Context: an optimization exercise on an open-source flow, tuned for small area, a short achievable clock period and few clock cycles per item. The choices shown serve that exercise and are no tape-out recipe. Function was not checked in any run shown here: the RTL went through the layout flow alone. Power and IR drop assume default switching activity.

==> design.v <==
module locate_sign (
    input  wire [63:0] phase,
    input  wire        q,
    output wire        e_pos,
    output wire        e_neg,
    output wire        finite
);
    localparam [62:0] T_UNWRAP    = 63'h4005FDBBE9BBA775;   
    localparam [62:0] DELTA       = 63'h3FD921FB54442D18;   
    localparam [62:0] P_SHIFT_POS = 63'h40178FDB9EFFEA47;   
    wire [62:0] m = phase[62:0];
    wire        s = phase[63];
    wire neg_band = (m > T_UNWRAP) && (m < P_SHIFT_POS);
    wire lt_delta = (m < DELTA);
    wire gt_delta = (m > DELTA);
    assign e_pos  = q & (s ? lt_delta : !neg_band);
    assign e_neg  = q & (s ? gt_delta : neg_band);
    assign finite = (phase[62:52] != 11'h7FF);
endmodule
module locate_corr #(
    parameter CW = 11               
) (
    input  wire                 clk,
    input  wire                 clear,      
    input  wire                 en,         
    input  wire [7:0]           kbm1,       
    input  wire                 use_tap,    
    input  wire                 e_pos,
    input  wire                 e_neg,
    output reg  signed [CW-1:0] c
);
    localparam DEPTH = 255;
    reg [DEPTH-1:0] line_pos;
    reg [DEPTH-1:0] line_neg;
    reg             tap_pos, tap_neg;
    wire [DEPTH:0] all_pos = {line_pos, e_pos};
    wire [DEPTH:0] all_neg = {line_neg, e_neg};
    always @(posedge clk) begin
        if (en) begin
            line_pos <= {line_pos[DEPTH-2:0], e_pos};
            line_neg <= {line_neg[DEPTH-2:0], e_neg};
            tap_pos  <= all_pos[kbm1];
            tap_neg  <= all_neg[kbm1];
        end
    end
    wire t_pos = use_tap & tap_pos;
    wire t_neg = use_tap & tap_neg;
    wire signed [3:0] tv    = t_pos ? 4'sd2 : (t_neg ? -4'sd2 : 4'sd0);
    wire signed [3:0] ev    = e_pos ? 4'sd1 : (e_neg ? -4'sd1 : 4'sd0);
    wire signed [3:0] delta = tv - ev;
    always @(posedge clk) begin
        if (clear)
            c <= {CW{1'b0}};
        else if (en)
            c <= c + {{(CW-4){delta[3]}}, delta};
    end
endmodule
module wacs_locate (
    input  wire        clk,
    input  wire        rst,
    input  wire        cmd_valid,
    output wire        cmd_ready,
    input  wire [8:0]  cmd_kb,
    input  wire [15:0] cmd_len,
    input  wire        s_valid,
    output wire        s_ready,
    input  wire [63:0] s_phase,
    input  wire [63:0] s_mask,
    output reg         res_valid,
    output wire [1:0]  res_code,
    output wire [15:0] res_k0,
    output wire [15:0] res_first,
    output wire [15:0] res_peak
);
    localparam KB_MAX = 256;
    localparam CW     = 11;
    localparam [1:0] CODE_OK           = 2'd0;
    localparam [1:0] CODE_NO_DETECTION = 2'd1;
    localparam [1:0] CODE_INVALID      = 2'd2;
    reg  [15:0] rem;          
    reg         cmd_rdy;
    reg         s_rdy;
    assign cmd_ready = cmd_rdy;
    assign s_ready   = s_rdy;
    wire cmd_fire = cmd_valid && cmd_rdy;
    wire s_fire   = s_valid && s_rdy;
    wire rem_one  = (rem == 16'd1);
    wire len_zero = (cmd_len == 16'd0);
    always @(posedge clk) begin
        if (rst) begin
            cmd_rdy <= 1'b1;
            s_rdy   <= 1'b0;
        end else if (cmd_fire) begin
            cmd_rdy <= len_zero;
            s_rdy   <= !len_zero;
        end else if (s_fire && rem_one) begin
            cmd_rdy <= 1'b1;
            s_rdy   <= 1'b0;
        end
        if (cmd_fire)
            rem <= cmd_len;
        else if (s_fire)
            rem <= rem - 16'd1;
    end
    wire q_one = (s_mask == 64'd1);
    wire q_bad = (s_mask[63:1] != 63'd0);
    wire e_pos_w, e_neg_w, finite_w;
    locate_sign u_sign (
        .phase  (s_phase),
        .q      (q_one),
        .e_pos  (e_pos_w),
        .e_neg  (e_neg_w),
        .finite (finite_w)
    );
    reg       v0, c0, last0;
    reg       e_pos0, e_neg0, q0, bad0;
    reg       kb_bad0;
    reg [7:0] kbm1;           
    always @(posedge clk) begin
        if (rst) begin
            v0    <= 1'b0;
            c0    <= 1'b0;
            last0 <= 1'b0;
        end else begin
            v0    <= s_fire;
            c0    <= cmd_fire;
            last0 <= (s_fire && rem_one) || (cmd_fire && len_zero);
        end
        e_pos0 <= e_pos_w;
        e_neg0 <= e_neg_w;
        q0     <= q_one;
        bad0   <= !finite_w || q_bad;
        if (cmd_fire) begin
            kbm1    <= cmd_kb[7:0] - 8'd1;
            kb_bad0 <= (cmd_kb == 9'd0) || (cmd_kb > KB_MAX);
        end
    end
    reg  [15:0] kidx;         
    reg         seen;         
    reg  [1:0]  half;         
    reg  [7:0]  h;            
    reg         bad1;         
    reg         v1w, found1, c1, last1;
    wire        active = seen || q0;
    wire signed [CW-1:0] c;
    locate_corr #(.CW(CW)) u_corr (
        .clk     (clk),
        .clear   (c0),
        .en      (v0),
        .kbm1    (kbm1),
        .use_tap (half == 2'd1),
        .e_pos   (e_pos0),
        .e_neg   (e_neg0),
        .c       (c)
    );
    always @(posedge clk) begin
        if (rst) begin
            c1    <= 1'b0;
            last1 <= 1'b0;
        end else begin
            c1    <= c0;
            last1 <= last0;
        end
        v1w    <= v0 && active && (half != 2'd2);
        found1 <= v0 && q0 && !seen;
        if (c0) begin
            kidx <= 16'hFFFF;
            seen <= 1'b0;
            half <= 2'd0;
            h    <= 8'd0;
            bad1 <= kb_bad0;
        end else if (v0) begin
            kidx <= kidx + 16'd1;
            if (bad0)
                bad1 <= 1'b1;
            if (q0)
                seen <= 1'b1;
            if (active) begin
                if (h == kbm1) begin
                    h <= 8'd0;
                    if (half != 2'd2)
                        half <= half + 2'd1;
                end else begin
                    h <= h + 8'd1;
                end
            end
        end
    end
    reg  [9:0]  best_abs;
    reg  [15:0] best_k;
    reg  signed [CW-1:0] best_c;
    reg  [15:0] first;
    reg  [1:0]  code;
    wire [CW-1:0] c_abs  = c[CW-1] ? -c : c;
    wire          better = v1w && (c_abs[9:0] > best_abs);
    always @(posedge clk) begin
        if (rst)
            res_valid <= 1'b0;
        else
            res_valid <= last1;
        if (c1 || bad1) begin
            best_abs <= 10'd0;
            best_k   <= 16'd0;
            best_c   <= {CW{1'b0}};
            first    <= bad1 ? 16'h0000 : 16'hFFFF;
            code     <= bad1 ? CODE_INVALID : CODE_NO_DETECTION;
        end else begin
            if (found1) begin
                first <= kidx;
                code  <= CODE_OK;
            end
            if (better) begin
                best_abs <= c_abs[9:0];
                best_k   <= kidx;
                best_c   <= c;
            end
        end
    end
    assign res_code  = code;
    assign res_k0    = best_k;
    assign res_first = first;
    assign res_peak  = {{(16-CW){best_c[CW-1]}}, best_c};
endmodule
==> run.sh <==
#!/bin/bash
# synth_recipe.tcl (not shown) runs the flow's synth.tcl, then flattens the netlist and writes it again
# the make line also repeats each setting of config.mk as NAME=value (left out here)
make -C /OpenROAD-flow-scripts/flow DESIGN_CONFIG=/design/flow/config.mk WORK_HOME=/design/flow/orfs CLKGATE_MAP_FILE= SYNTH_SCRIPT=/design/flow/synth_recipe.tcl finish
==> config.mk <==
export PLATFORM = sky130hd
export DESIGN_NAME = wacs_locate
export DESIGN_NICKNAME = wacs_locate
export VERILOG_FILES = /design/flow/design.v
export SDC_FILE = /design/flow/constraint.sdc
export NUM_CORES = 4
export LEC_CHECK = 0
export CAP_MARGIN = 20
export CORE_MARGIN = 2
export CORE_UTILIZATION = 40
export SLEW_MARGIN = 20
==> constraint.sdc <==
create_clock -name core_clock -period 11.0 [get_ports {clk}]
set_input_delay 2.2000 -clock core_clock [delete_from_list [all_inputs] [get_ports {clk}]]
set_output_delay 2.2000 -clock core_clock [all_outputs]
set_load 0.01 [all_outputs]
==> impl_metrics.ini, run 1 <==
[worst_setup_path]
worstSetupStartpointType = flop
critical_path.reg2reg.endpoint = u_corr.tap_neg
path_max_fanout = 88
timing.critical_path.cells = buf_12, buf_4, mux4_2, a22o_1, nor4_1, nor3_1, a311oi_1, nor3_1
reg2reg_slack_ns = 6.77
critical_path_end_type = flop
worst-endpoint-arrival_ns = 4.55
critPathMaxStageDelay_ns = 0.81
reg2reg_depth = 8
crit_required_ns = 11.32
path_class = reg -> reg
critical_path.reg2reg.startpoint = kbm1[0]
path_common_cell = sky130_fd_sc_hd__nor3_1
critical-path-slowest-cell = sky130_fd_sc_hd__buf_4

[floorplan]
die_h_um = 264
core-area_sq_mm = 0.0670
pin_count = 210
initial_utilization_pct = 40.3
row_count = 95
floorplan.die.width_um = 264
die_area_sq_mm = 0.0696

[min_path]
hold_crit_start = u_corr.line_neg[161]
whs_path_depth = 0
worstHoldPathType = reg -> reg
timing.hold.worst_endpoint = u_corr.line_neg[162]

[pwr]
leakage_power_total_nw = 9.19
power_density_mw_per_mm2 = 169
irDropWorstVdd_uv = 125

[synthesis]
synth.lib_cells_used.distinct = 71
synth-seq-area-share_pct = 68.3
cells_after_synth = 1736
netlist_top_cells_count = sky130_fd_sc_hd__edfxtp_1, sky130_fd_sc_hd__nor2_1, sky130_fd_sc_hd__mux2i_1
synth_async_sr_flop_share_pct = 0
synth_top_area_share_pct = 61.8
synth_nets = 1925
number_of_flops_mapped_to_enable_cells_by_yosys = 556
synthFlopType = sky130_fd_sc_hd__edfxtp_1
synthDominantAreaCellType = sky130_fd_sc_hd__edfxtp_1
ys_seq_elements = 644
synth_area_per_cell_sq_um = 15.6
synthTopCellsByArea = sky130_fd_sc_hd__edfxtp_1, sky130_fd_sc_hd__mux4_2, sky130_fd_sc_hd__dfxtp_1
synth.cell_area_sq_mm = 0.0270
yosysMostFrequentCell = sky130_fd_sc_hd__edfxtp_1
synth-warning-count = 2

[timing]
timing.clock.skew_ns = 0.0226
finalCriticalPeriod_ns = 4.23
finalHoldViolCount = 0
timing.final.ws_setup_ns = 6.77
worst-slew-pin-transition_ns = 1.06
finalSetupViolations = 0
final.hold.worst_slack_ns = 0.434
max-slew-margin-rel_pct = 29.6
unrepaired_setup_endpoints_after_global_routing = no
final-max-slew-violation-count = 0
fmax_mhz = 236
totalNegativeSetupSlack_ns = 0
timing.final.crit_share_pct = 38.5

[drt]
drtAntennaViolNets = 0
wl_per_cell_um = 21.8
dr.pass1.iters = 5
route.final.wire_length_um = 62600
initialDrtViolationCount = 1462
dr_total_vias = 16042
drc = 0
vias_per_cell = 5.58

[clock_network]
tritoncts.num_buffers = 70
tritoncts = yes
ctsResizeCount = 0
clock_insertion_delay_worst_skew_ns = 0.62
cts.reportedPaths.clkPinSlew_ns = 0.06
ctsHoldBuffers = 0
numClockSinks = 644
post_cts_buffers = 0
htree_levels = 3
cts_root_buf = sky130_fd_sc_hd__clkbuf_16
clock_tree.buffer_depth = 3

[final_layout]
post_route_cells_drive_above_1_share_pct = 11.2
nNetsFinal = 2133
filler_cell_count = 5750
flow.area_growth_from_synthesis_pct = 19.0
antenna-diode-count = 0
fin_cells = 2873

[global_route]
gr-total-overflow = 0
grt_usage_pct = 17.7
first_pass_grt_wire_length_um = 95800
grt_start_max_net_pins = 178
antenna_found_initial = 1
first_global_vias = 15933

[job]
cap_viol_max_count = 0

[place]
io_buffers = 209
dpl.cell_count = 2745
gp_congestion = 0.883
post-dp-hpwl_um = 39500
pre_cts_ws_ns = 6.44

[run_status]
run_status = timing/DRC/antenna clean
final cells by class:
class                           instances  area [sq um]  area share [%]
Sequential cell                       644         18500            57.4
Multi-Input combinational cell        967          7890            24.5
Timing Repair Buffer                  227          2260            7.04
Clock buffer                           88          1900            5.91
Tap cell                              873          1090            3.40
Clock inverter                         40           428            1.33
Inverter                               34           128           0.397
worst max-delay path by stage:
stage / slack, ns / cells past startpoint / start / to
global route: 6.54 / 8 / kbm1[0] / u_corr.tap_neg
finish: 6.77 / 8 / kbm1[0] / u_corr.tap_neg
CTS: 6.76 / 8 / kbm1[0] / u_corr.tap_neg
detailed placement: 6.44 / 6 / cmd_valid / s_rdy
global placement: 6.50 / 8 / s_phase[45] / e_neg0
floorplan: 3.07 / 6 / v0 / kidx[10]
flip-flops by register name (all words and copies together), names as in the netlist, 2 cells and up:
register,flops
u_corr.line_neg,255
u_corr.line_pos,255
best_k,16
first,16
kidx,16
rem,16
u_corr.c,11
best_abs,10
best_c,10
h,8
kbm1,8
code,2
half,2
placed cells by master, fill, tap and decap left out, types with 16 or more instances in the layout:
cell                              synthesis  layout
sky130_fd_sc_hd__inv_1                   33      33
sky130_fd_sc_hd__a21oi_1                 64      64
sky130_fd_sc_hd__edfxtp_1               556     556
sky130_fd_sc_hd__o21ai_0                 58      58
sky130_fd_sc_hd__mux2i_1                 94      94
sky130_fd_sc_hd__o31ai_1                 16      16
sky130_fd_sc_hd__a22oi_1                 24      24
sky130_fd_sc_hd__ha_1                    31      31
sky130_fd_sc_hd__nand2b_1                18      18
sky130_fd_sc_hd__clkbuf_16                0      72
sky130_fd_sc_hd__nor2b_1                 17      16
sky130_fd_sc_hd__mux4_2                  84      84
sky130_fd_sc_hd__nand4_1                 32      32
sky130_fd_sc_hd__nor4_1                  50      50
sky130_fd_sc_hd__xor2_1                  33      33
sky130_fd_sc_hd__nor2_1                 105     104
sky130_fd_sc_hd__xnor2_1                 32      32
sky130_fd_sc_hd__dfxtp_1                 88      87
sky130_fd_sc_hd__nand3_1                 50      50
sky130_fd_sc_hd__nor3_1                  25      25
sky130_fd_sc_hd__clkdlybuf4s50_1          0     209
sky130_fd_sc_hd__o22ai_1                 34      34
sky130_fd_sc_hd__nand2_1                 63      63
cells by family after synthesis:
group / Yosys count / synth area share (%)
DFF: 644 / 68.3
and+or+nand+nor: 422 / 8.25
AOI/OAI and AO/OA: 266 / 6.38
muxes: 182 / 10.9
buffers and inverters: 125 / 2.56
xor gates and xnor gates: 65 / 2.11
adders and majority gates: 32 / 1.51
per-stage QoR:
stage	utilization (%)	instance area, sq um	total power, mW
2_1_floorplan	-	27000	2.98
3_3_place_gp	44.5	29800	3.13
3_5_place_dp	44.5	29800	3.13
4_1_cts	48.0	32200	5.51
5_1_grt	48.0	32200	5.64
6_report	48.0	32200	5.44
critical path, delay by kind of cell, from the launching register on:
| family | cells | cell delay, ns |
|---|---|---|
| flip-flops | 1 | 0.37 |
| AND/OR/NAND/NOR | 3 | 0.89 |
| buffers and inverters | 2 | 1.32 |
| AO/OA/AOI/OAI | 2 | 0.61 |
| multiplexers | 1 | 0.61 |
where the power goes:
| part | internal [mW] | total, mW | switching (mW) |
|---|---|---|---|
| Clock | 1.40 | 2.37 | 0.966 |
| Sequential | 2.68 | 2.72 | 0.0432 |
| Combinational | 0.159 | 0.357 | 0.198 |
routing by layer:
layer	vias up	GRT usage (%)	wire [um]	part of all wire (%)
met5	-	0	13	0.021
met4	2	5.56	1640	2.6
met3	108	3.18	2920	4.7
met2	386	26.9	29100	46
met1	8237	25.8	28900	46
li1	7309	-	-	-
==> run 2, diff against run 1 <==
==> flow/run.sh (new file) <==
#!/bin/bash
# Standard layout, with timing repair aimed below the clock period.
set -euo pipefail
bash standard.sh finish SETUP_SLACK_MARGIN=7.6 > make_finish.log 2>&1
==> standard.sh (new file) <==
#!/bin/bash
# synth_recipe.tcl (not shown) runs the flow's synth.tcl, then flattens the netlist and writes it again
# the make line also repeats each setting of config.mk as NAME=value (left out here)
make -C /OpenROAD-flow-scripts/flow DESIGN_CONFIG=/design/flow/config.mk WORK_HOME=/design/flow/orfs CLKGATE_MAP_FILE= SYNTH_SCRIPT=/design/flow/synth_recipe.tcl "${@:-finish}"
removed: run.sh
==> impl_metrics.ini, run 2 <==
[final_layout]
post_route_cells_drive_above_1_share_pct = 17.6
finalCoreUtilization_pct = 48.4
reg_top3 = u_corr.line_neg: 255 flops, u_corr.line_pos: 255 flops
nNetsFinal = 2154
mostFrequentLayoutCells = sky130_fd_sc_hd__edfxtp_1, sky130_fd_sc_hd__nor2_1, sky130_fd_sc_hd__clkdlybuf4s50_1
mostFrequentLayoutCell = sky130_fd_sc_hd__edfxtp_1
flow.area_growth_from_synthesis_pct = 20.2

[synthesis]
synth-seq-area-share_pct = 68.3
synthFlopType = sky130_fd_sc_hd__edfxtp_1
ys_seq_elements = 644
synth.lib_cells_used.distinct = 71
synth_top_area_share_pct = 61.8
synth_async_sr_flop_share_pct = 0
yosysMostFrequentCell = sky130_fd_sc_hd__edfxtp_1
synth-warning-count = 2
number_of_flops_mapped_to_enable_cells_by_yosys = 556
synth_area_per_cell_sq_um = 15.6
synth.cell_area_sq_mm = 0.0270
netlist_top_cells_count = sky130_fd_sc_hd__edfxtp_1, sky130_fd_sc_hd__nor2_1, sky130_fd_sc_hd__mux2i_1
synth_nets = 1925
cells_after_synth = 1736
synthTopCellsByArea = sky130_fd_sc_hd__edfxtp_1, sky130_fd_sc_hd__mux4_2, sky130_fd_sc_hd__dfxtp_1
synthDominantAreaCellType = sky130_fd_sc_hd__edfxtp_1

[timing]
finalSetupViolations = 0
unrepaired_setup_endpoints_after_global_routing = yes
finalHoldViolCount = 0
fmax_mhz = 295
timing.clock.skew_ns = 0.0144
max-slew-margin-rel_pct = 27.3
final-max-slew-violation-count = 0
timing.final.crit_share_pct = 30.8
totalNegativeSetupSlack_ns = 0
finalCriticalPeriod_ns = 3.39
worst-slew-pin-transition_ns = 1.09
final.hold.worst_slack_ns = 0.437

[worst_setup_path]
critical_path.reg2reg.endpoint = u_corr.tap_neg
crit_required_ns = 8.80
cp-endpoint = res_peak[12]
reg2reg_slack_ns = 7.81
path_max_fanout = 5
worst-endpoint-arrival_ns = 1.19
reg2reg_depth = 8
critPathLaunch = best_c[10]
path_class = reg -> out
worstSetupStartpointType = flop
critical_path.reg2reg.startpoint = kbm1[1]
critical_path_end_type = output pin

[global_route]
gr-total-overflow = 0
first_global_vias = 16188
first_pass_grt_wire_length_um = 93400
grt_usage_pct = 16.9
grt_start_max_net_pins = 220
antenna_found_initial = 11

[clock_network]
clock_tree.buffer_depth = 3
numClockSinks = 644
clock_insertion_delay_worst_skew_ns = 0.60
cts.reportedPaths.clkPinSlew_ns = 0.06
cts_root_buf = sky130_fd_sc_hd__clkbuf_16
tritoncts = yes
htree_levels = 3
tritoncts.num_buffers = 69
ctsHoldBuffers = 0

[floorplan]
pin_count = 210
floorplan.die.width_um = 264
core-area_sq_mm = 0.0670
row_count = 95
die_area_sq_mm = 0.0696
initial_utilization_pct = 40.3
die_h_um = 264

[pwr]
power_density_mw_per_mm2 = 163
power_switching_mw = 1.19
leakage_power_total_nw = 9.68
share_comb_of_total_power_pct = 6.8
internal_power_mw = 4.11
clock_power_share_pct = 41.9
irDropWorstVdd_uv = 101
sequentialPowerShare_pct = 51.3
power.switching_fraction_pct = 22.5

[min_path]
worstHoldPathType = reg -> reg

[place]
io_buffers = 209
post-dp-hpwl_um = 36200
gp_congestion = 0.853

[drt]
vias_per_cell = 5.57
dr.pass1.iters = 5
initialDrtViolationCount = 1335
dr_total_vias = 16144
drc = 0
drtAntennaViolNets = 0
wl_per_cell_um = 21.1
route.final.wire_length_um = 61000

[job]
cap_viol_max_count = 0

[run_status]
run_status = timing/DRC/antenna clean
run 2: cell type report:
| type | count | area, sq um |
|---|---|---|
| well taps | 873 | 1090 |
| multi-input cells | 968 | 8250 |
| diodes | 7 | 17.5 |
| clock buffers | 90 | 1880 |
| inverters | 34 | 130 |
| fillers | 5803 | 34600 |
| flip-flops and latches | 644 | 18500 |
| clock inverters | 33 | 258 |
| repair buffers | 248 | 2370 |
run 2: repair_timing:
action,CTS,global route
endpoints found under the hold margin,0,0
cloned,1,3
resized for setup,265,100
pin swaps,21,32
setup endpoints to repair,119,143
setup buffers,9,10
run 2: how the worst min path moves through the flow:
| stage | from | end | slack (ns) | cells after the start |
|---|---|---|---|---|
| floorplan | seen | found1 | 0.41 | 1 |
| global placement | last0 | last1 | 0.42 | 1 |
| detailed placement | u_corr.line_neg[8] | u_corr.line_neg[9] | 0.42 | 0 |
| CTS | u_corr.line_pos[117] | u_corr.line_pos[118] | 0.44 | 0 |
| global route | u_corr.line_pos[194] | u_corr.line_pos[195] | 0.44 | 0 |
| finish | u_corr.line_pos[117] | u_corr.line_pos[118] | 0.44 | 0 |
run 2: cells by family after synthesis:
family                   count (synthesis)  synth area share [%]
adder cells (fa/ha/maj)                 32                  1.51
flip-flops                             644                  68.3
AND/OR/NAND/NOR                        422                  8.25
XOR/XNOR                                65                  2.11
multiplexers                           182                  10.9
buffers and inverters                  125                  2.56
AO/OA/AOI/OAI                          266                  6.38
run 2: critical path, stage by stage (launching register included):
cell                      delay [ns]
sky130_fd_sc_hd__dfxtp_4        0.35
sky130_fd_sc_hd__buf_12         0.12
sky130_fd_sc_hd__buf_2          0.13
run 2: metal layers:
layer,share of wire (%),GRT usage [%],routed length (um)
met5,0.088,0,54
met1,45,24.1,27700
met3,5.2,3.71,3170
met4,2.0,5.08,1240
met2,47,26.0,28800
run 2: through the flow:
step           setup WS, ns  area [sq um]  cells  total power [mW]
2_1_floorplan          5.82         27000   1736              2.98
3_3_place_gp           6.62         29800   2743              3.12
3_5_place_dp           6.56         29800   2743              3.13
4_1_cts                7.56         32100   2876              5.36
5_1_grt                7.56         32500   2897              5.49
6_report               7.61         32500   2897              5.31
run 2: power groups by stage:
stage	Sequential (mW)	Clock (mW)	Combinational, mW
after floorplan	2.78	0	0.201
after global placement	2.77	0	0.348
after detailed placement	2.77	0	0.353
after CTS	2.72	2.28	0.353
after global routing	2.73	2.37	0.394
final	2.72	2.22	0.361
==> run 3, diff against run 2 <==
--- a/design.v
+++ b/design.v
@@ -24,27 +24,119 @@
     input  wire                 clear,      
     input  wire                 en,         
     input  wire [7:0]           kbm1,       
+    input  wire                 start,      
+    input  wire                 adv,        
     input  wire                 use_tap,    
     input  wire                 e_pos,
     input  wire                 e_neg,
     output reg  signed [CW-1:0] c
 );
-    localparam DEPTH = 255;
-    reg [DEPTH-1:0] line_pos;
-    reg [DEPTH-1:0] line_neg;
-    reg             tap_pos, tap_neg;
-    wire [DEPTH:0] all_pos = {line_pos, e_pos};
-    wire [DEPTH:0] all_neg = {line_neg, e_neg};
+    localparam NW = 85;             
+    function automatic [4:0] pack(input [1:0] t0, input [1:0] t1, input [1:0] t2);
+        case ({t2, t1, t0})
+            {2'b00, 2'b00, 2'b00}: pack = 5'd0;
+            {2'b00, 2'b00, 2'b01}: pack = 5'd1;
+            {2'b00, 2'b00, 2'b10}: pack = 5'd2;
+            {2'b00, 2'b01, 2'b00}: pack = 5'd3;
+            {2'b00, 2'b01, 2'b01}: pack = 5'd4;
+            {2'b00, 2'b01, 2'b10}: pack = 5'd5;
+            {2'b00, 2'b10, 2'b00}: pack = 5'd6;
+            {2'b00, 2'b10, 2'b01}: pack = 5'd7;
+            {2'b00, 2'b10, 2'b10}: pack = 5'd8;
+            {2'b01, 2'b00, 2'b00}: pack = 5'd9;
+            {2'b01, 2'b00, 2'b01}: pack = 5'd10;
+            {2'b01, 2'b00, 2'b10}: pack = 5'd11;
+            {2'b01, 2'b01, 2'b00}: pack = 5'd12;
+            {2'b01, 2'b01, 2'b01}: pack = 5'd13;
+            {2'b01, 2'b01, 2'b10}: pack = 5'd14;
+            {2'b01, 2'b10, 2'b00}: pack = 5'd15;
+            {2'b01, 2'b10, 2'b01}: pack = 5'd16;
+            {2'b01, 2'b10, 2'b10}: pack = 5'd17;
+            {2'b10, 2'b00, 2'b00}: pack = 5'd18;
+            {2'b10, 2'b00, 2'b01}: pack = 5'd19;
+            {2'b10, 2'b00, 2'b10}: pack = 5'd20;
+            {2'b10, 2'b01, 2'b00}: pack = 5'd21;
+            {2'b10, 2'b01, 2'b01}: pack = 5'd22;
+            {2'b10, 2'b01, 2'b10}: pack = 5'd23;
+            {2'b10, 2'b10, 2'b00}: pack = 5'd24;
+            {2'b10, 2'b10, 2'b01}: pack = 5'd25;
+            {2'b10, 2'b10, 2'b10}: pack = 5'd26;
+            default: pack = 5'd0;
+        endcase
+    endfunction
+    function automatic [5:0] unpack(input [4:0] w);
+        case (w)
+            5'd0: unpack = {2'b00, 2'b00, 2'b00};
+            5'd1: unpack = {2'b00, 2'b00, 2'b01};
+            5'd2: unpack = {2'b00, 2'b00, 2'b10};
+            5'd3: unpack = {2'b00, 2'b01, 2'b00};
+            5'd4: unpack = {2'b00, 2'b01, 2'b01};
+            5'd5: unpack = {2'b00, 2'b01, 2'b10};
+            5'd6: unpack = {2'b00, 2'b10, 2'b00};
+            5'd7: unpack = {2'b00, 2'b10, 2'b01};
+            5'd8: unpack = {2'b00, 2'b10, 2'b10};
+            5'd9: unpack = {2'b01, 2'b00, 2'b00};
+            5'd10: unpack = {2'b01, 2'b00, 2'b01};
+            5'd11: unpack = {2'b01, 2'b00, 2'b10};
+            5'd12: unpack = {2'b01, 2'b01, 2'b00};
+            5'd13: unpack = {2'b01, 2'b01, 2'b01};
+            5'd14: unpack = {2'b01, 2'b01, 2'b10};
+            5'd15: unpack = {2'b01, 2'b10, 2'b00};
+            5'd16: unpack = {2'b01, 2'b10, 2'b01};
+            5'd17: unpack = {2'b01, 2'b10, 2'b10};
+            5'd18: unpack = {2'b10, 2'b00, 2'b00};
+            5'd19: unpack = {2'b10, 2'b00, 2'b01};
+            5'd20: unpack = {2'b10, 2'b00, 2'b10};
+            5'd21: unpack = {2'b10, 2'b01, 2'b00};
+            5'd22: unpack = {2'b10, 2'b01, 2'b01};
+            5'd23: unpack = {2'b10, 2'b01, 2'b10};
+            5'd24: unpack = {2'b10, 2'b10, 2'b00};
+            5'd25: unpack = {2'b10, 2'b10, 2'b01};
+            5'd26: unpack = {2'b10, 2'b10, 2'b10};
+            default: unpack = 6'd0;
+        endcase
+    endfunction
+    reg [1:0]    s0, s1;            
+    reg [1:0]    ph;                
+    reg [NW-1:0] plane [0:4];       
+    reg [6:0]    rd_w;              
+    reg [1:0]    rd_p;              
+    reg [1:0]    tap;
+    wire [1:0] e_new = {e_neg, e_pos};
+    wire       push  = (ph == 2'd2);
+    wire [4:0] w_new = pack(s1, s0, e_new);
+    wire [4:0] w_rd  = {plane[4][rd_w], plane[3][rd_w], plane[2][rd_w],
+                        plane[1][rd_w], plane[0][rd_w]};
+    wire [5:0] t_rd  = unpack(w_rd);
+    integer i;
     always @(posedge clk) begin
         if (en) begin
-            line_pos <= {line_pos[DEPTH-2:0], e_pos};
-            line_neg <= {line_neg[DEPTH-2:0], e_neg};
-            tap_pos  <= all_pos[kbm1];
-            tap_neg  <= all_neg[kbm1];
-        end
-    end
-    wire t_pos = use_tap & tap_pos;
-    wire t_neg = use_tap & tap_neg;
+            ph <= push ? 2'd0 : ph + 2'd1;
+            s0 <= e_new;
+            s1 <= s0;
+            if (push) begin
+                for (i = 0; i < 5; i = i + 1)
+                    plane[i] <= {plane[i][NW-2:0], w_new[i]};
+            end
+            if (start) begin
+                rd_w <= push ? 7'd0 : 7'h7F;
+                rd_p <= ph;
+            end else begin
+                rd_w <= rd_w + {6'd0, push} - {6'd0, adv && rd_p == 2'd2};
+                if (adv)
+                    rd_p <= (rd_p == 2'd2) ? 2'd0 : rd_p + 2'd1;
+            end
+            case (kbm1)
+                8'd0:    tap <= e_new;
+                8'd1:    tap <= s0;
+                8'd2:    tap <= s1;
+                default: tap <= (rd_p == 2'd0) ? t_rd[1:0] :
+                                (rd_p == 2'd1) ? t_rd[3:2] : t_rd[5:4];
+            endcase
+        end
+    end
+    wire t_pos = use_tap & tap[0];
+    wire t_neg = use_tap & tap[1];
     wire signed [3:0] tv    = t_pos ? 4'sd2 : (t_neg ? -4'sd2 : 4'sd0);
     wire signed [3:0] ev    = e_pos ? 4'sd1 : (e_neg ? -4'sd1 : 4'sd0);
     wire signed [3:0] delta = tv - ev;
@@ -148,6 +240,8 @@
         .clear   (c0),
         .en      (v0),
         .kbm1    (kbm1),
+        .start   (q0 && !seen),
+        .adv     (half != 2'd0 || h == kbm1),
         .use_tap (half == 2'd1),
         .e_pos   (e_pos0),
         .e_neg   (e_neg0),
--- a/config.mk
+++ b/config.mk
@@ -7,5 +7,6 @@
 export LEC_CHECK = 0
 export CAP_MARGIN = 20
 export CORE_MARGIN = 2
-export CORE_UTILIZATION = 40
+export CORE_UTILIZATION = 60
+export CTS_BUF_LIST = sky130_fd_sc_hd__clkbuf_8
 export SLEW_MARGIN = 20
==> impl_metrics.ini, run 3 <==
[run_status]
run_status = timing/DRC/antenna clean

[drt]
drc = 0
wl_per_cell_um = 21.7
dr.pass1.iters = 7
vias_per_cell = 6.07
route.final.wire_length_um = 57700
drtAntennaViolNets = 0
initialDrtViolationCount = 1253
dr_total_vias = 16095

[pwr]
power_density_mw_per_mm2 = 143
irDropWorstVdd_uv = 127
leakage_power_total_nw = 10.4

[global_route]
grt_usage_pct = 25.4
antenna_found_initial = 0
first_pass_grt_wire_length_um = 86200
first_global_vias = 15936
gr-total-overflow = 0
grt_start_max_net_pins = 100

[floorplan]
core-area_sq_mm = 0.0418
initial_utilization_pct = 60.4
floorplan.die.width_um = 209
die_h_um = 209
pin_count = 210
die_area_sq_mm = 0.0437
row_count = 75

[final_layout]
largest_register_ffs = 425
fin_cells = 2653
mostFrequentLayoutCell = sky130_fd_sc_hd__edfxtp_1
antenna-diode-count = 0
mostFrequentLayoutCells = sky130_fd_sc_hd__edfxtp_1, sky130_fd_sc_hd__nor2_1, sky130_fd_sc_hd__clkdlybuf4s50_1
post_route_cells_drive_above_1_share_pct = 24.7
flow.area_growth_from_synthesis_pct = 22.8
finalCoreUtilization_pct = 74.2
max_flop_register = u_corr.plane
nNetsFinal = 2249

[synthesis]
synthDominantAreaCellType = sky130_fd_sc_hd__edfxtp_1
netlist_top_cells_count = sky130_fd_sc_hd__edfxtp_1, sky130_fd_sc_hd__nor2_1, sky130_fd_sc_hd__mux2i_1
synth_top_area_share_pct = 57.8
synth-warning-count = 3
synth.lib_cells_used.distinct = 77
ys_seq_elements = 574
cells_after_synth = 1709
synth_area_per_cell_sq_um = 14.8
synthFlopType = sky130_fd_sc_hd__edfxtp_1
synthTopCellsByArea = sky130_fd_sc_hd__edfxtp_1, sky130_fd_sc_hd__mux4_2, sky130_fd_sc_hd__dfxtp_1
number_of_flops_mapped_to_enable_cells_by_yosys = 486
synth-seq-area-share_pct = 64.8
synth_async_sr_flop_share_pct = 0
synth_nets = 1916
synth.cell_area_sq_mm = 0.0252
yosysMostFrequentCell = sky130_fd_sc_hd__edfxtp_1

[clock_network]
cts.reportedPaths.clkPinSlew_ns = 0.06
tritoncts = yes
clock_tree.buffer_depth = 3
numClockSinks = 574
tritoncts.num_buffers = 93
htree_levels = 3
clock_insertion_delay_worst_skew_ns = 0.69
ctsHoldBuffers = 0
cts_root_buf = sky130_fd_sc_hd__clkbuf_8

[timing]
unrepaired_setup_endpoints_after_global_routing = yes
final-max-slew-violation-count = 0
totalNegativeSetupSlack_ns = 0
timing.final.ws_setup_ns = 7.43
final.hold.worst_slack_ns = 0.420
timing.clock.skew_ns = 0.0392
worst-slew-pin-transition_ns = 0.898
finalHoldViolCount = 0
max-slew-margin-rel_pct = 40.0
timing.final.crit_share_pct = 32.5
finalSetupViolations = 0
fmax_mhz = 280
finalCriticalPeriod_ns = 3.57

[place]
dpl.cell_count = 2392
pre_cts_ws_ns = 6.25
gp_congestion = 0.867
post-dp-hpwl_um = 34300
io_buffers = 209

[worst_setup_path]
path_class = reg -> reg
critical_path_end_type = flop
worst-endpoint-arrival_ns = 4.02
crit_required_ns = 11.45
worstSetupStartpointType = flop
reg2reg_depth = 12
path_max_fanout = 16

[job]
cap_viol_max_count = 0

[min_path]
worstHoldPathType = reg -> reg
whs_path_depth = 0
run 3: cell count changes after synthesis, moves of 14 or more:
cell                       delta
sky130_fd_sc_hd__inv_1       +24
sky130_fd_sc_hd__nor4_1      -17
sky130_fd_sc_hd__nand3_1     -20
sky130_fd_sc_hd__nor2_1      +54
sky130_fd_sc_hd__ha_1        +17
sky130_fd_sc_hd__edfxtp_1    -70
sky130_fd_sc_hd__a22oi_1     -14
sky130_fd_sc_hd__o21ai_0     -14
sky130_fd_sc_hd__o22ai_1     -29
run 3: final timing paths:
path,from,to,slack [ns]
worst max-delay path,u_corr.rd_w[0],u_corr.tap[1],7.43
worst min-delay path,u_corr.plane[4][20],u_corr.plane[4][21],0.42
worst max register to register,u_corr.rd_w[0],u_corr.tap[1],7.43
worst min register to register,u_corr.plane[4][20],u_corr.plane[4][21],0.42
run 3: area by class of cell:
| cell class | instances | area, sq um |
|---|---|---|
| clock inverter | 70 | 395 |
| inverter | 59 | 239 |
| sequential | 574 | 16400 |
| tap | 539 | 674 |
| timing repair buffer | 316 | 3160 |
| fill | 2686 | 10800 |
| multi-input combinational | 998 | 8760 |
| clock buffer | 97 | 1340 |
run 3: logic make-up after synthesis:
logic type	count (synthesis)	synth area share, %
xor gates and xnor gates	67	2.33
buffers and inverters	138	2.84
AOI/OAI and AO/OA	250	6.50
DFF	574	64.8
muxes	189	12.4
and+or+nand+nor	441	8.60
adders and majority gates	50	2.54
run 3: metal layers:
layer	wire [um]	part of all wire [%]	vias to the layer above	global-route usage [%]
met4	1680	2.9	0	9.16
li1	-	-	7312	-
met2	28200	49	564	41.1
met5	0	0	-	0
met3	3220	5.6	125	4.88
met1	24600	43	8094	34.7
run 3: through the flow:
step | area [sq um] | total power [mW]
after detailed placement | 27700 | 2.70
final | 31000 | 4.42
after CTS | 29900 | 4.44
after global routing | 31000 | 4.58
after floorplan | 25400 | 2.58
after global placement | 27700 | 2.70
run 3: repair_timing:
item                                    CTS  global route
resized for setup                       361           141
endpoints found under the setup margin  222           192
cloned                                    7             8
pin swaps                                29            69
hold endpoints to repair                  0             0
setup buffers                            28            51
run 3: critical path, stage by stage, from the launching register on:
cell and delay, ns:
sky130_fd_sc_hd__edfxtp_1 0.37, sky130_fd_sc_hd__buf_4 0.17, sky130_fd_sc_hd__buf_12 0.17, sky130_fd_sc_hd__mux4_1 0.59, sky130_fd_sc_hd__mux4_2 0.49, sky130_fd_sc_hd__nor2b_1 0.17, sky130_fd_sc_hd__a31oi_2 0.27, sky130_fd_sc_hd__o31a_4 0.25
sky130_fd_sc_hd__xnor2_2 0.14, sky130_fd_sc_hd__nor2_1 0.07, sky130_fd_sc_hd__a2111oi_2 0.35, sky130_fd_sc_hd__a311oi_1 0.10, sky130_fd_sc_hd__o22a_1 0.18
run 3: where the power goes:
part	total (mW)	leakage, nW	internal [mW]	switching (mW)
combinational	0.269	4.82	0.139	0.129
sequential	2.42	4.53	2.37	0.0418
clock	1.73	1.00	0.892	0.843
==> run 4, diff against run 3 <==
--- a/config.mk
+++ b/config.mk
@@ -7,6 +7,5 @@
 export LEC_CHECK = 0
 export CAP_MARGIN = 20
 export CORE_MARGIN = 2
-export CORE_UTILIZATION = 60
-export CTS_BUF_LIST = sky130_fd_sc_hd__clkbuf_8
+export CORE_UTILIZATION = 40
 export SLEW_MARGIN = 20
==> impl_metrics.ini, run 4 <==
[floorplan]
die_area_sq_mm = 0.0651
pin_count = 210
floorplan.die.width_um = 255
die_h_um = 255
initial_utilization_pct = 40.2
core-area_sq_mm = 0.0627
row_count = 92

[timing]
finalHoldViolCount = 0
totalNegativeSetupSlack_ns = 0
worst-slew-pin-transition_ns = 0.942
finalSetupViolations = 0
fmax_mhz = 273
final-max-slew-violation-count = 0
timing.clock.skew_ns = 0.0143
unrepaired_setup_endpoints_after_global_routing = yes
timing.final.crit_share_pct = 33.3
max-slew-margin-rel_pct = 37.2
finalCriticalPeriod_ns = 3.66

[clock_network]
tritoncts.num_buffers = 58
htree_levels = 2
cts_root_buf = sky130_fd_sc_hd__clkbuf_16
numClockSinks = 574
cts.reportedPaths.clkPinSlew_ns = 0.06
clock_tree.buffer_depth = 3
tritoncts = yes
ctsHoldBuffers = 0
clock_insertion_delay_worst_skew_ns = 0.62

[place]
dpl.cell_count = 2701
post-dp-hpwl_um = 36700
io_buffers = 209
gp_congestion = 0.849

[pwr]
clock_power_share_pct = 41.9
power.switching_fraction_pct = 21.9
power_switching_mw = 1.01
power_density_mw_per_mm2 = 148
leakage_power_total_nw = 10.2
sequentialPowerShare_pct = 52.3
internal_power_mw = 3.60
irDropWorstVdd_uv = 116
share_comb_of_total_power_pct = 5.8

[worst_setup_path]
critPathMaxStageDelay_ns = 0.51
path_max_fanout = 18
crit_required_ns = 11.38
worstSetupStartpointType = flop
critical_path.reg2reg.startpoint = u_corr.rd_w[0]
critical_path_end_type = flop
reg2reg_depth = 13
reg2reg_slack_ns = 7.34
path_class = reg -> reg
critical_path.reg2reg.endpoint = u_corr.tap[1]
critical-path-slowest-cell = sky130_fd_sc_hd__mux4_2
timing.critical_path.cells = buf_6, buf_12, buf_16, mux4_2, mux4_2, nor2b_1, a31oi_2, o31a_4, xnor2_2, nor2_1, a2111oi_2, a311oi_1, o22a_1
path_common_cell = sky130_fd_sc_hd__mux4_2
worst-endpoint-arrival_ns = 4.04

[global_route]
gr-total-overflow = 0
first_pass_grt_wire_length_um = 91300
grt_start_max_net_pins = 176
grt_usage_pct = 18.0
first_global_vias = 15842
antenna_found_initial = 0

[drt]
route.final.wire_length_um = 59300
dr_total_vias = 15754
initialDrtViolationCount = 1238
dr.pass1.iters = 5
drtAntennaViolNets = 0
vias_per_cell = 5.45
wl_per_cell_um = 20.5
drc = 0

[synthesis]
synth_nets = 1916
synth_async_sr_flop_share_pct = 0
synth.cell_area_sq_mm = 0.0252
synth_area_per_cell_sq_um = 14.8
synth-warning-count = 3
synthTopCellsByArea = sky130_fd_sc_hd__edfxtp_1, sky130_fd_sc_hd__mux4_2, sky130_fd_sc_hd__dfxtp_1
ys_seq_elements = 574
cells_after_synth = 1709
netlist_top_cells_count = sky130_fd_sc_hd__edfxtp_1, sky130_fd_sc_hd__nor2_1, sky130_fd_sc_hd__mux2i_1
synth.lib_cells_used.distinct = 77
synthDominantAreaCellType = sky130_fd_sc_hd__edfxtp_1
synth_top_area_share_pct = 57.8
yosysMostFrequentCell = sky130_fd_sc_hd__edfxtp_1
number_of_flops_mapped_to_enable_cells_by_yosys = 486
synth-seq-area-share_pct = 64.8
synthFlopType = sky130_fd_sc_hd__edfxtp_1

[final_layout]
max_flop_register = u_corr.plane
fin_cells = 2889
finalCoreUtilization_pct = 49.6
filler_cell_count = 5307
mostFrequentLayoutCells = sky130_fd_sc_hd__edfxtp_1, sky130_fd_sc_hd__nor2_1, sky130_fd_sc_hd__clkdlybuf4s50_1
post_route_cells_drive_above_1_share_pct = 22.4
nNetsFinal = 2203
mostFrequentLayoutCell = sky130_fd_sc_hd__edfxtp_1
antenna-diode-count = 0
flow.area_growth_from_synthesis_pct = 23.4
largest_register_ffs = 425

[min_path]
worstHoldPathType = reg -> reg
hold_crit_start = u_corr.plane[0][22]
timing.hold.worst_endpoint = u_corr.plane[0][23]
whs_path_depth = 0

[job]
cap_viol_max_count = 0

[run_status]
run_status = timing/DRC/antenna clean
run 4: cell counts after synthesis:
No cell type changed its count.
run 4: kinds of logic (layout without fill, tap and decap cells):
group                      after synthesis  after routing  share of synthesized area [%]
DFF                                    574            574                           64.8
adders and majority gates               50             50                           2.54
AOI/OAI and AO/OA                      250            250                           6.50
buffers and inverters                  138            471                           2.84
xor gates and xnor gates                67             67                           2.33
and+or+nand+nor                        441            442                           8.60
muxes                                  189            189                           12.4
run 4: critical path, delay by kind of cell (launching register included):
family                 cells  cell delay (ns)
buffers and inverters      3             0.48
AO/OA/AOI/OAI              5             1.18
AND/OR/NAND/NOR            2             0.24
multiplexers               2             1.01
XOR/XNOR                   1             0.13
flip-flops                 1             0.37
run 4: what timing repair did:
| item | 4_1_cts | 5_1_grt |
|---|---|---|
| buffers inserted | 44 | 27 |
| pin swaps | 42 | 52 |
| gates resized for setup | 343 | 119 |
| endpoints found under the setup margin | 200 | 166 |
| gates cloned | 9 | 1 |
run 4: how the worst max path moves through the flow:
| stage | startpoint | to | slack [ns] |
|---|---|---|---|
| global placement | u_corr.rd_w[0] | u_corr.tap[1] | 6.16 |
| finish | u_corr.rd_w[0] | u_corr.tap[1] | 7.34 |
| CTS | s_phase[3] | e_pos0 | 7.30 |
| detailed placement | u_corr.rd_w[0] | u_corr.tap[1] | 6.03 |
| global route | u_corr.rd_w[0] | u_corr.tap[1] | 7.22 |
| floorplan | v0 | u_corr.plane[0][0] | 6.85 |
run 4: layer usage:
| metal | track usage (%) | routed length [um] | up-vias |
|---|---|---|---|
| li1 | - | - | 7225 |
| met1 | 24.2 | 25700 | 7962 |
| met2 | 30.2 | 29000 | 475 |
| met3 | 3.07 | 3250 | 92 |
| met4 | 5.21 | 1400 | 0 |
| met5 | 0 | 0 | - |
run 4: final cells by class:
class                      instances  area, sq um  area share (%)
sequential                       574        16400            52.6
multi-input combinational        998         8700            28.0
timing repair buffer             305         2920            9.37
clock buffer                      74         1550            4.99
tap                              846         1060            3.40
clock inverter                    33          280           0.900
inverter                          59          230           0.740
run 4: power groups by stage:
stage | clock (mW) | sequential [mW] | combinational (mW)
6_report | 1.93 | 2.41 | 0.268
5_1_grt | 2.07 | 2.42 | 0.293
4_1_cts | 1.98 | 2.41 | 0.259
3_5_place_dp | 0 | 2.46 | 0.247
3_3_place_gp | 0 | 2.46 | 0.243
2_1_floorplan | 0 | 2.45 | 0.138
run 4: metrics by stage:
step	power (mW)	cell area [sq um]	hold WS, ns	setup slack, ns
floorplan	2.58	25400	0.414	6.85
global placement	2.70	28100	0.421	6.16
detailed placement	2.71	28100	0.424	6.03
CTS	4.65	30500	0.438	7.30
global route	4.78	31100	0.447	7.22
finish	4.61	31100	0.432	7.34
==> run 5, diff against run 4 <==
--- a/design.v
+++ b/design.v
@@ -101,17 +101,19 @@
     reg [NW-1:0] plane [0:4];       
     reg [6:0]    rd_w;              
     reg [1:0]    rd_p;              
-    reg [1:0]    tap;
+    reg [4:0]    tap_w;             
+    reg [1:0]    tap_p;             
     wire [1:0] e_new = {e_neg, e_pos};
-    wire       push  = (ph == 2'd2);
+    wire       push  = ph[1];      
     wire [4:0] w_new = pack(s1, s0, e_new);
     wire [4:0] w_rd  = {plane[4][rd_w], plane[3][rd_w], plane[2][rd_w],
                         plane[1][rd_w], plane[0][rd_w]};
-    wire [5:0] t_rd  = unpack(w_rd);
+    wire       kb_small = (kbm1 < 8'd3);
+    wire [1:0] t_sm  = (kbm1 == 8'd0) ? e_new : ((kbm1 == 8'd1) ? s0 : s1);
     integer i;
     always @(posedge clk) begin
         if (en) begin
-            ph <= push ? 2'd0 : ph + 2'd1;
+            ph <= push ? 2'd0 : (ph[0] ? 2'd2 : 2'd1);
             s0 <= e_new;
             s1 <= s0;
             if (push) begin
@@ -122,19 +124,17 @@
                 rd_w <= push ? 7'd0 : 7'h7F;
                 rd_p <= ph;
             end else begin
-                rd_w <= rd_w + {6'd0, push} - {6'd0, adv && rd_p == 2'd2};
+                rd_w <= rd_w + {6'd0, push} - {6'd0, adv && rd_p[1]};
                 if (adv)
-                    rd_p <= (rd_p == 2'd2) ? 2'd0 : rd_p + 2'd1;
+                    rd_p <= rd_p[1] ? 2'd0 : (rd_p[0] ? 2'd2 : 2'd1);
             end
-            case (kbm1)
-                8'd0:    tap <= e_new;
-                8'd1:    tap <= s0;
-                8'd2:    tap <= s1;
-                default: tap <= (rd_p == 2'd0) ? t_rd[1:0] :
-                                (rd_p == 2'd1) ? t_rd[3:2] : t_rd[5:4];
-            endcase
+            tap_w <= kb_small ? pack(t_sm, 2'b00, 2'b00) : w_rd;
+            tap_p <= kb_small ? 2'd0 : rd_p;
         end
     end
+    wire [5:0] t_rd  = unpack(tap_w);
+    wire [1:0] tap   = (tap_p == 2'd0) ? t_rd[1:0] :
+                       ((tap_p == 2'd1) ? t_rd[3:2] : t_rd[5:4]);
     wire t_pos = use_tap & tap[0];
     wire t_neg = use_tap & tap[1];
     wire signed [3:0] tv    = t_pos ? 4'sd2 : (t_neg ? -4'sd2 : 4'sd0);
@@ -280,20 +280,19 @@
             end
         end
     end
-    reg  [9:0]  best_abs;
     reg  [15:0] best_k;
     reg  signed [CW-1:0] best_c;
     reg  [15:0] first;
     reg  [1:0]  code;
     wire [CW-1:0] c_abs  = c[CW-1] ? -c : c;
-    wire          better = v1w && (c_abs[9:0] > best_abs);
+    wire [CW-1:0] b_abs  = best_c[CW-1] ? -best_c : best_c;
+    wire          better = v1w && (c_abs > b_abs);
     always @(posedge clk) begin
         if (rst)
             res_valid <= 1'b0;
         else
             res_valid <= last1;
         if (c1 || bad1) begin
-            best_abs <= 10'd0;
             best_k   <= 16'd0;
             best_c   <= {CW{1'b0}};
             first    <= bad1 ? 16'h0000 : 16'hFFFF;
@@ -304,7 +303,6 @@
                 code  <= CODE_OK;
             end
             if (better) begin
-                best_abs <= c_abs[9:0];
                 best_k   <= kidx;
                 best_c   <= c;
             end
==> flow/run.sh (replaced) <==
#!/bin/bash
# Standard layout, with timing repair aimed below the clock period and
# minimum-size port buffers (timing repair resizes the ones that matter).
set -euo pipefail
bash standard.sh finish SETUP_SLACK_MARGIN=7.6 \
    "BUFFER_PORTS_ARGS=-buffer_cell sky130_fd_sc_hd__buf_1" > make_finish.log 2>&1
==> impl_metrics.ini, run 5 <==
[drt]
wl_per_cell_um = 19.8
dr_total_vias = 15718
vias_per_cell = 5.46
initialDrtViolationCount = 1233
drc = 0
route.final.wire_length_um = 57200
dr.pass1.iters = 7
drtAntennaViolNets = 0

[synthesis]
synthFlopType = sky130_fd_sc_hd__edfxtp_1
synth.mux.area_fraction_pct = 11.2
netlist_top_cells_count = sky130_fd_sc_hd__edfxtp_1, sky130_fd_sc_hd__nor2_1, sky130_fd_sc_hd__nand2_1
synth.cell_area_sq_mm = 0.0252
synth_area_per_cell_sq_um = 14.4
yosysMostFrequentCell = sky130_fd_sc_hd__edfxtp_1
synth_simple_gate_area_share_pct = 9.63
synth.lib_cells_used.distinct = 73
synth-seq-area-share_pct = 64.9
synthTopCellsByArea = sky130_fd_sc_hd__edfxtp_1, sky130_fd_sc_hd__mux4_2, sky130_fd_sc_hd__dfxtp_1
synth-adder-area-share_pct = 2.64
synth_async_sr_flop_share_pct = 0
ys_seq_elements = 570
synth_xor_xnor_area_share_pct = 2.68
synth_top_area_share_pct = 58.6
synth-compound-area-share_pct = 6.93
synth_top_family_by_area = multiplexers
synth_nets = 1959
synth-warning-count = 3
cells_after_synth = 1750
synthDominantAreaCellType = sky130_fd_sc_hd__edfxtp_1
number_of_flops_mapped_to_enable_cells_by_yosys = 491

[floorplan]
initial_utilization_pct = 40.6
die_h_um = 255
floorplan.die.width_um = 255
pin_count = 210
core-area_sq_mm = 0.0619
row_count = 91
die_area_sq_mm = 0.0649

[clock_network]
cts_root_buf = sky130_fd_sc_hd__clkbuf_16
htree_levels = 2
ctsHoldBuffers = 0
clock_tree.buffer_depth = 3
tritoncts = yes
numClockSinks = 570
tritoncts.num_buffers = 57
cts.reportedPaths.clkPinSlew_ns = 0.06
clock_insertion_delay_worst_skew_ns = 0.62

[timing]
totalNegativeSetupSlack_ns = 0
timing.clock.skew_ns = 0.0197
final-max-slew-violation-count = 0
worst-slew-pin-transition_ns = 1.06
finalHoldViolCount = 0
finalCriticalPeriod_ns = 4.05
unrepaired_setup_endpoints_after_global_routing = yes
max-slew-margin-rel_pct = 29.4
fmax_mhz = 247
finalSetupViolations = 0
timing.final.crit_share_pct = 36.8

[final_layout]
max_flop_register = u_corr.plane
nNetsFinal = 2206
largest_register_ffs = 425
mostFrequentLayoutCell = sky130_fd_sc_hd__edfxtp_1
filler_cell_count = 5429
finalCoreUtilization_pct = 47.8
fin_cells = 2881
mostFrequentLayoutCells = sky130_fd_sc_hd__edfxtp_1, sky130_fd_sc_hd__buf_1, sky130_fd_sc_hd__nor2_1
flow.area_growth_from_synthesis_pct = 17.7
post_route_cells_drive_above_1_share_pct = 16.8
antenna-diode-count = 0
final_cell_area_sq_mm = 0.0296

[worst_setup_path]
timing.critical_path.cells = inv_2, buf_6, ha_4, nor2b_4, a21o_1, a221oi_2, o32ai_2, nand2_1, nand2_2, ha_4, xor2_2, ha_1, a21o_1, a21o_1, a2111o_1, a31oi_2, nor2b_1, o21ai_2, mux2i_1, o311ai_1
path_buf_inv = 2
crit_required_ns = 11.47
worstSetupStartpointType = flop
path_class = reg -> reg
critical_path_end_type = flop
reg2reg_slack_ns = 6.95
critical-path-slowest-cell = sky130_fd_sc_hd__edfxtp_1
path_common_cell = sky130_fd_sc_hd__a21o_1
critPathMaxStageDelay_ns = 0.41
path_max_fanout = 2
critPathTopFamily = compound AO/OA/AOI/OAI gates
worst-endpoint-arrival_ns = 4.52

[place]
dpl.cell_count = 2739
io_buffers = 209
gp_congestion = 0.954
postPlaceCellArea_sq_mm = 0.0269
post-dp-hpwl_um = 36500

[global_route]
grt_start_max_net_pins = 106
grt_usage_pct = 17.5
first_global_vias = 16066
first_pass_grt_wire_length_um = 89200
antenna_found_initial = 1
gr-total-overflow = 0

[run_status]
run_status = timing/DRC/antenna clean

[pwr]
power_density_mw_per_mm2 = 155
leakage_power_total_nw = 9.23
irDropWorstVdd_uv = 114

[min_path]
worstHoldPathType = reg -> reg

[job]
cap_viol_max_count = 0
## run 5: cell count changes after synthesis, sizes merged, moves of 9 or more
cell   change
nor2      -14
a21oi     -20
inv       -13
nand2     +38
dfxtp      -9
o21ai     +28
mux4      -15
## run 5: final timing paths
kind / start / endpoint / cells past startpoint
hold reg to reg: u_corr.plane[0][54] / u_corr.plane[0][55] / 0
hold / removal: u_corr.plane[0][54] / u_corr.plane[0][55] / 0
setup / recovery: u_corr.tap_w[1] / u_corr.c[9] / 20
setup reg to reg: u_corr.tap_w[1] / u_corr.c[9] / 20
## run 5: report_power, final
| part | switching (mW) | internal (mW) | total [mW] |
|---|---|---|---|
| sequential | 0.0475 | 2.37 | 2.42 |
| combinational | 0.121 | 0.0855 | 0.206 |
| clock | 0.829 | 1.14 | 1.97 |
## run 5: worst reg2reg max path: stages, from the launching register on
cell and delay [ns]:
sky130_fd_sc_hd__edfxtp_1 0.41, sky130_fd_sc_hd__inv_2 0.08, sky130_fd_sc_hd__buf_6 0.12, sky130_fd_sc_hd__ha_4 0.15, sky130_fd_sc_hd__nor2b_4 0.12, sky130_fd_sc_hd__a21o_1 0.16, sky130_fd_sc_hd__a221oi_2 0.29, sky130_fd_sc_hd__o32ai_2 0.11
sky130_fd_sc_hd__nand2_1 0.12, sky130_fd_sc_hd__nand2_2 0.09, sky130_fd_sc_hd__ha_4 0.26, sky130_fd_sc_hd__xor2_2 0.18, sky130_fd_sc_hd__ha_1 0.29, sky130_fd_sc_hd__a21o_1 0.15, sky130_fd_sc_hd__a21o_1 0.19, sky130_fd_sc_hd__a2111o_1 0.39
sky130_fd_sc_hd__a31oi_2 0.20, sky130_fd_sc_hd__nor2b_1 0.09, sky130_fd_sc_hd__o21ai_2 0.15, sky130_fd_sc_hd__mux2i_1 0.24, sky130_fd_sc_hd__o311ai_1 0.12
## run 5: routing by layer
metal	GRT usage, %	wire length [um]	up-vias
met4	5.68	1420	2
met2	29.0	27700	429
met1	23.4	25000	7903
met3	3.05	3030	95
li1	-	-	7289
met5	0	13	-
## run 5: area by class of cell
type                       count  area, sq um  share of cell area, %
clock buffer                  65         1460                   4.92
sequential                   570        16300                   55.2
multi-input combinational   1060         8800                   29.7
tap                          837         1050                   3.53
clock inverter                41          433                   1.46
inverter                      46          181                  0.612
timing repair buffer         262         1370                   4.63
## run 5: cells by family (layout without fill, tap and decap cells)
| logic type | count (synthesis) | count (layout) |
|---|---|---|
| compound gates | 268 | 268 |
| simple gates | 483 | 483 |
| buf+inv | 120 | 414 |
| flops | 570 | 570 |
| xor+xnor | 77 | 77 |
| fa+ha+maj | 52 | 52 |
| mux | 180 | 180 |
## run 5: what timing repair did
item,in CTS,in global routing
gates cloned,1,1
setup buffers,22,12
resized for setup,62,66
pin swaps,28,43
endpoints found under the setup margin,143,165
## run 5: per-stage QoR
stage	power (mW)	worst slack [ns]	hold WS [ns]
floorplan	2.58	3.64	0.414
global route	4.76	6.74	0.449
CTS	4.65	6.97	0.436
global placement	2.66	6.76	0.425
finish	4.59	6.95	0.430
detailed placement	2.66	6.78	0.428
==> run 6, diff against run 5 <==
--- a/design.v
+++ b/design.v
@@ -21,8 +21,8 @@
     parameter CW = 11               
 ) (
     input  wire                 clk,
-    input  wire                 clear,      
     input  wire                 en,         
+    input  wire                 clear,      
     input  wire [7:0]           kbm1,       
     input  wire                 start,      
     input  wire                 adv,        
@@ -33,7 +33,7 @@
 );
     localparam NW = 85;             
     function automatic [4:0] pack(input [1:0] t0, input [1:0] t1, input [1:0] t2);
-        case ({t2, t1, t0})
+        case ({t2[1], t2[0] & !t2[1], t1[1], t1[0] & !t1[1], t0[1], t0[0] & !t0[1]})
             {2'b00, 2'b00, 2'b00}: pack = 5'd0;
             {2'b00, 2'b00, 2'b01}: pack = 5'd1;
             {2'b00, 2'b00, 2'b10}: pack = 5'd2;
@@ -140,11 +140,13 @@
     wire signed [3:0] tv    = t_pos ? 4'sd2 : (t_neg ? -4'sd2 : 4'sd0);
     wire signed [3:0] ev    = e_pos ? 4'sd1 : (e_neg ? -4'sd1 : 4'sd0);
     wire signed [3:0] delta = tv - ev;
+    reg signed [3:0] d_r;
     always @(posedge clk) begin
+        d_r <= en ? delta : 4'sd0;
         if (clear)
             c <= {CW{1'b0}};
-        else if (en)
-            c <= c + {{(CW-4){delta[3]}}, delta};
+        else
+            c <= c + {{(CW-4){d_r[3]}}, d_r};
     end
 endmodule
 module wacs_locate (
@@ -232,13 +234,14 @@
     reg  [1:0]  half;         
     reg  [7:0]  h;            
     reg         bad1;         
-    reg         v1w, found1, c1, last1;
+    reg         v1, v1w, found1, c1, last1;
+    reg         v2w, found2, c2, last2, bad2;
     wire        active = seen || q0;
     wire signed [CW-1:0] c;
     locate_corr #(.CW(CW)) u_corr (
         .clk     (clk),
-        .clear   (c0),
         .en      (v0),
+        .clear   (c1),
         .kbm1    (kbm1),
         .start   (q0 && !seen),
         .adv     (half != 2'd0 || h == kbm1),
@@ -251,20 +254,26 @@
         if (rst) begin
             c1    <= 1'b0;
             last1 <= 1'b0;
+            c2    <= 1'b0;
+            last2 <= 1'b0;
         end else begin
             c1    <= c0;
             last1 <= last0;
+            c2    <= c1;
+            last2 <= last1;
         end
+        v1     <= v0;
         v1w    <= v0 && active && (half != 2'd2);
         found1 <= v0 && q0 && !seen;
+        v2w    <= v1w;
+        found2 <= found1;
+        bad2   <= bad1;
         if (c0) begin
-            kidx <= 16'hFFFF;
             seen <= 1'b0;
             half <= 2'd0;
             h    <= 8'd0;
             bad1 <= kb_bad0;
         end else if (v0) begin
-            kidx <= kidx + 16'd1;
             if (bad0)
                 bad1 <= 1'b1;
             if (q0)
@@ -279,6 +288,10 @@
                 end
             end
         end
+        if (c1)
+            kidx <= 16'hFFFF;
+        else if (v1)
+            kidx <= kidx + 16'd1;
     end
     reg  [15:0] best_k;
     reg  signed [CW-1:0] best_c;
@@ -286,19 +299,19 @@
     reg  [1:0]  code;
     wire [CW-1:0] c_abs  = c[CW-1] ? -c : c;
     wire [CW-1:0] b_abs  = best_c[CW-1] ? -best_c : best_c;
-    wire          better = v1w && (c_abs > b_abs);
+    wire          better = v2w && (c_abs > b_abs);
     always @(posedge clk) begin
         if (rst)
             res_valid <= 1'b0;
         else
-            res_valid <= last1;
-        if (c1 || bad1) begin
+            res_valid <= last2;
+        if (c2 || bad2) begin
             best_k   <= 16'd0;
             best_c   <= {CW{1'b0}};
-            first    <= bad1 ? 16'h0000 : 16'hFFFF;
-            code     <= bad1 ? CODE_INVALID : CODE_NO_DETECTION;
+            first    <= bad2 ? 16'h0000 : 16'hFFFF;
+            code     <= bad2 ? CODE_INVALID : CODE_NO_DETECTION;
         end else begin
-            if (found1) begin
+            if (found2) begin
                 first <= kidx;
                 code  <= CODE_OK;
             end
--- a/config.mk
+++ b/config.mk
@@ -8,4 +8,6 @@
 export CAP_MARGIN = 20
 export CORE_MARGIN = 2
 export CORE_UTILIZATION = 40
+export CTS_CLUSTER_DIAMETER = 70
+export CTS_CLUSTER_SIZE = 25
 export SLEW_MARGIN = 20
==> impl_metrics.ini, run 6 <==
[clock_network]
clock_insertion_delay_worst_skew_ns = 0.58
tritoncts.num_buffers = 35
tritoncts = yes
cts_root_buf = sky130_fd_sc_hd__clkbuf_16
ctsHoldBuffers = 0
htree_levels = 2
clock_tree.buffer_depth = 3
numClockSinks = 580
cts.reportedPaths.clkPinSlew_ns = 0.09

[synthesis]
synth-adder-area-share_pct = 2.42
ys_seq_elements = 580
synth_async_sr_flop_share_pct = 0
yosysMostFrequentCell = sky130_fd_sc_hd__edfxtp_1
netlist_top_cells_count = sky130_fd_sc_hd__edfxtp_1, sky130_fd_sc_hd__nor2_1, sky130_fd_sc_hd__nand2_1
synth_top_family_by_area = simple AND/OR/NAND/NOR gates
synth_nets = 1963
cells_after_synth = 1758
synth.cell_area_sq_mm = 0.0254
synth_simple_gate_area_share_pct = 10.2
number_of_flops_mapped_to_enable_cells_by_yosys = 491
synthTopCellsByArea = sky130_fd_sc_hd__edfxtp_1, sky130_fd_sc_hd__mux4_2, sky130_fd_sc_hd__dfxtp_1
synthDominantAreaCellType = sky130_fd_sc_hd__edfxtp_1
synthFlopType = sky130_fd_sc_hd__edfxtp_1
synth-warning-count = 3
synth_area_per_cell_sq_um = 14.4
synth.mux.area_fraction_pct = 9.97
synth-compound-area-share_pct = 7.58
synth_xor_xnor_area_share_pct = 2.69
synth-seq-area-share_pct = 65.1
synth_top_area_share_pct = 58.1
synth.lib_cells_used.distinct = 80

[floorplan]
core-area_sq_mm = 0.0630
row_count = 92
floorplan.die.width_um = 256
die_area_sq_mm = 0.0655
die_h_um = 256
pin_count = 210
initial_utilization_pct = 40.3

[worst_setup_path]
path_max_fanout = 2
timing.critical_path.cells = buf_6, or3_4, or4_4, a2111oi_4, o31ai_1, a221o_1, a32o_2, and3_1
reg2reg_slack_ns = 7.66
path_class = in -> reg
critical_path_end_type = flop
critPathMaxStageDelay_ns = 0.46
worstSetupStartpointType = input port
crit_required_ns = 11.45
critical-path-slowest-cell = sky130_fd_sc_hd__or4_4
worst-endpoint-arrival_ns = 4.13

[drt]
drc = 0
drtAntennaViolNets = 0
dr.pass1.iters = 5
route.final.wire_length_um = 56100
wl_per_cell_um = 19.8
dr_total_vias = 15685
initialDrtViolationCount = 1308
vias_per_cell = 5.54

[place]
io_buffers = 209
dpl.cell_count = 2750
post-dp-hpwl_um = 35600
gp_congestion = 0.926

[final_layout]
mostFrequentLayoutCell = sky130_fd_sc_hd__edfxtp_1
max_flop_register = u_corr.plane
nNetsFinal = 2170
largest_register_ffs = 425
fin_cells = 2833
mostFrequentLayoutCells = sky130_fd_sc_hd__edfxtp_1, sky130_fd_sc_hd__buf_1, sky130_fd_sc_hd__nor2_1
flow.area_growth_from_synthesis_pct = 12.9
antenna-diode-count = 0
post_route_cells_drive_above_1_share_pct = 13.0

[timing]
final-max-slew-violation-count = 0
worst-slew-pin-transition_ns = 1.09
timing.clock.skew_ns = 0.0319
finalCriticalPeriod_ns = 3.68
timing.final.crit_share_pct = 33.5
fmax_mhz = 271
unrepaired_setup_endpoints_after_global_routing = yes
max-slew-margin-rel_pct = 27.0
totalNegativeSetupSlack_ns = 0
finalSetupViolations = 0
finalHoldViolCount = 0

[global_route]
grt_usage_pct = 16.6
gr-total-overflow = 0
grt_start_max_net_pins = 209
antenna_found_initial = 0
first_pass_grt_wire_length_um = 87900
first_global_vias = 15434

[pwr]
power.switching_fraction_pct = 23.8
irDropWorstVdd_uv = 95.9
total_power_mw = 4.20
share_comb_of_total_power_pct = 6.1
sequentialPowerShare_pct = 59.5
leakage_power_total_nw = 8.66
power_switching_mw = 1.00
internal_power_mw = 3.20
power_density_mw_per_mm2 = 146
clock_power_share_pct = 34.5

[min_path]
worstHoldPathType = reg -> reg

[run_status]
run_status = timing/DRC/antenna clean

[job]
cap_viol_max_count = 0
run 6: cell count changes after synthesis, moves of 8 or more:
cell	change
sky130_fd_sc_hd__o21ai_1	+33
sky130_fd_sc_hd__o21ai_0	-23
sky130_fd_sc_hd__a21boi_1	+27
sky130_fd_sc_hd__dfxtp_1	+10
sky130_fd_sc_hd__clkbuf_1	+13
sky130_fd_sc_hd__a22oi_1	+11
sky130_fd_sc_hd__buf_2	-8
sky130_fd_sc_hd__nand3_1	+30
sky130_fd_sc_hd__mux4_2	+14
sky130_fd_sc_hd__mux2i_1	-54
sky130_fd_sc_hd__nor2_1	-16
sky130_fd_sc_hd__o221ai_1	-8
run 6: path summary, 6_finish.rpt:
check,from,to,depth (start not counted)
worst max-delay path,s_phase[21],e_neg0,8
worst min-delay path,found1,found2,0
worst min register to register,found1,found2,0
worst max register to register,best_c[2],best_k[4],12
run 6: cell type report:
class / instances / area (sq um)
clock buffer: 39 / 922
clock inverter: 20 / 267
fill: 5618 / 34300
inverter: 39 / 153
multi-input combinational: 1062 / 8550
sequential: 580 / 16500
tap: 846 / 1060
timing repair buffer: 246 / 1180
timing repair inverter: 1 / 7.51
run 6: logic make-up after synthesis:
logic type               Yosys count
AO/OA/AOI/OAI                    293
buffers and inverters            120
XOR/XNOR                          78
adder cells (fa/ha/maj)           48
AND/OR/NAND/NOR                  505
flip-flops                       580
multiplexers                     134
run 6: what timing repair did:
item / in CTS / in global routing
pin swaps: 7 / 4
setup endpoints to repair: 43 / 50
gates cloned: 4 / 3
resized for setup: 32 / 42
buffers inserted: 9 / 7
run 6: metal layers:
layer	vias up	part of all wire [%]	global-route usage [%]
li1	7252	-	-
met1	8007	47	24.7
met2	362	47	25.8
met3	64	4.7	2.75
met4	0	1.6	3.57
met5	-	0	0
run 6: per-stage QoR:
stage	worst slack [ns]	util (%)	instance area (sq um)	hold WS (ns)
6_report	7.32	45.6	28700	0.345
5_1_grt	7.26	45.6	28700	0.351
4_1_cts	7.35	45.2	28400	0.348
3_5_place_dp	6.67	43.0	27100	0.327
3_3_place_gp	6.67	43.0	27100	0.320
2_1_floorplan	3.71	-	25400	0.310
run 6: power groups by stage:
stage / logic, mW / registers, mW / clock network (mW)
final: 0.255 / 2.49 / 1.45
after global routing: 0.285 / 2.51 / 1.58
after CTS: 0.251 / 2.49 / 1.50
after detailed placement: 0.244 / 2.54 / 0
after global placement: 0.236 / 2.54 / 0
after floorplan: 0.170 / 2.52 / 0
run 6: worst max-delay path: cells and delay by family:
kind / cells / cell delay [ns]
simple gates: 3 / 0.99
compound gates: 4 / 0.84
buf+inv: 1 / 0.09

[afterwards: timing with drivers on the ports]
How much do the figures lean on ideal ports? The routed layouts below were timed once more, with nothing changed but the port constraints. Step 1: set_driving_cell puts a clkbuf_16 on clk and a buf_2 on each other input, an assumption about the parent block. Step 2, shift: input delay + t, output delay - t, t = (earliest + latest rising clock arrival at the registers) / 2. This alone moves slack from input paths to output paths. a / b / c = no drivers / after step 1 / after step 2; a / b = the first two.
run	t, ns	setup slack, ns
run 1	0.657	6.769 / 6.769 / 6.412
run 2	0.656	7.608 / 7.546 / 7.019
run 3	0.720	7.429 / 7.429 / 6.824
run 4	0.673	7.340 / 7.340 / 6.814
run 5	0.670	6.951 / 6.951 / 6.821
run 6	0.619	7.317 / 7.338 / 6.720
After both steps setup and hold are still met in every run listed.
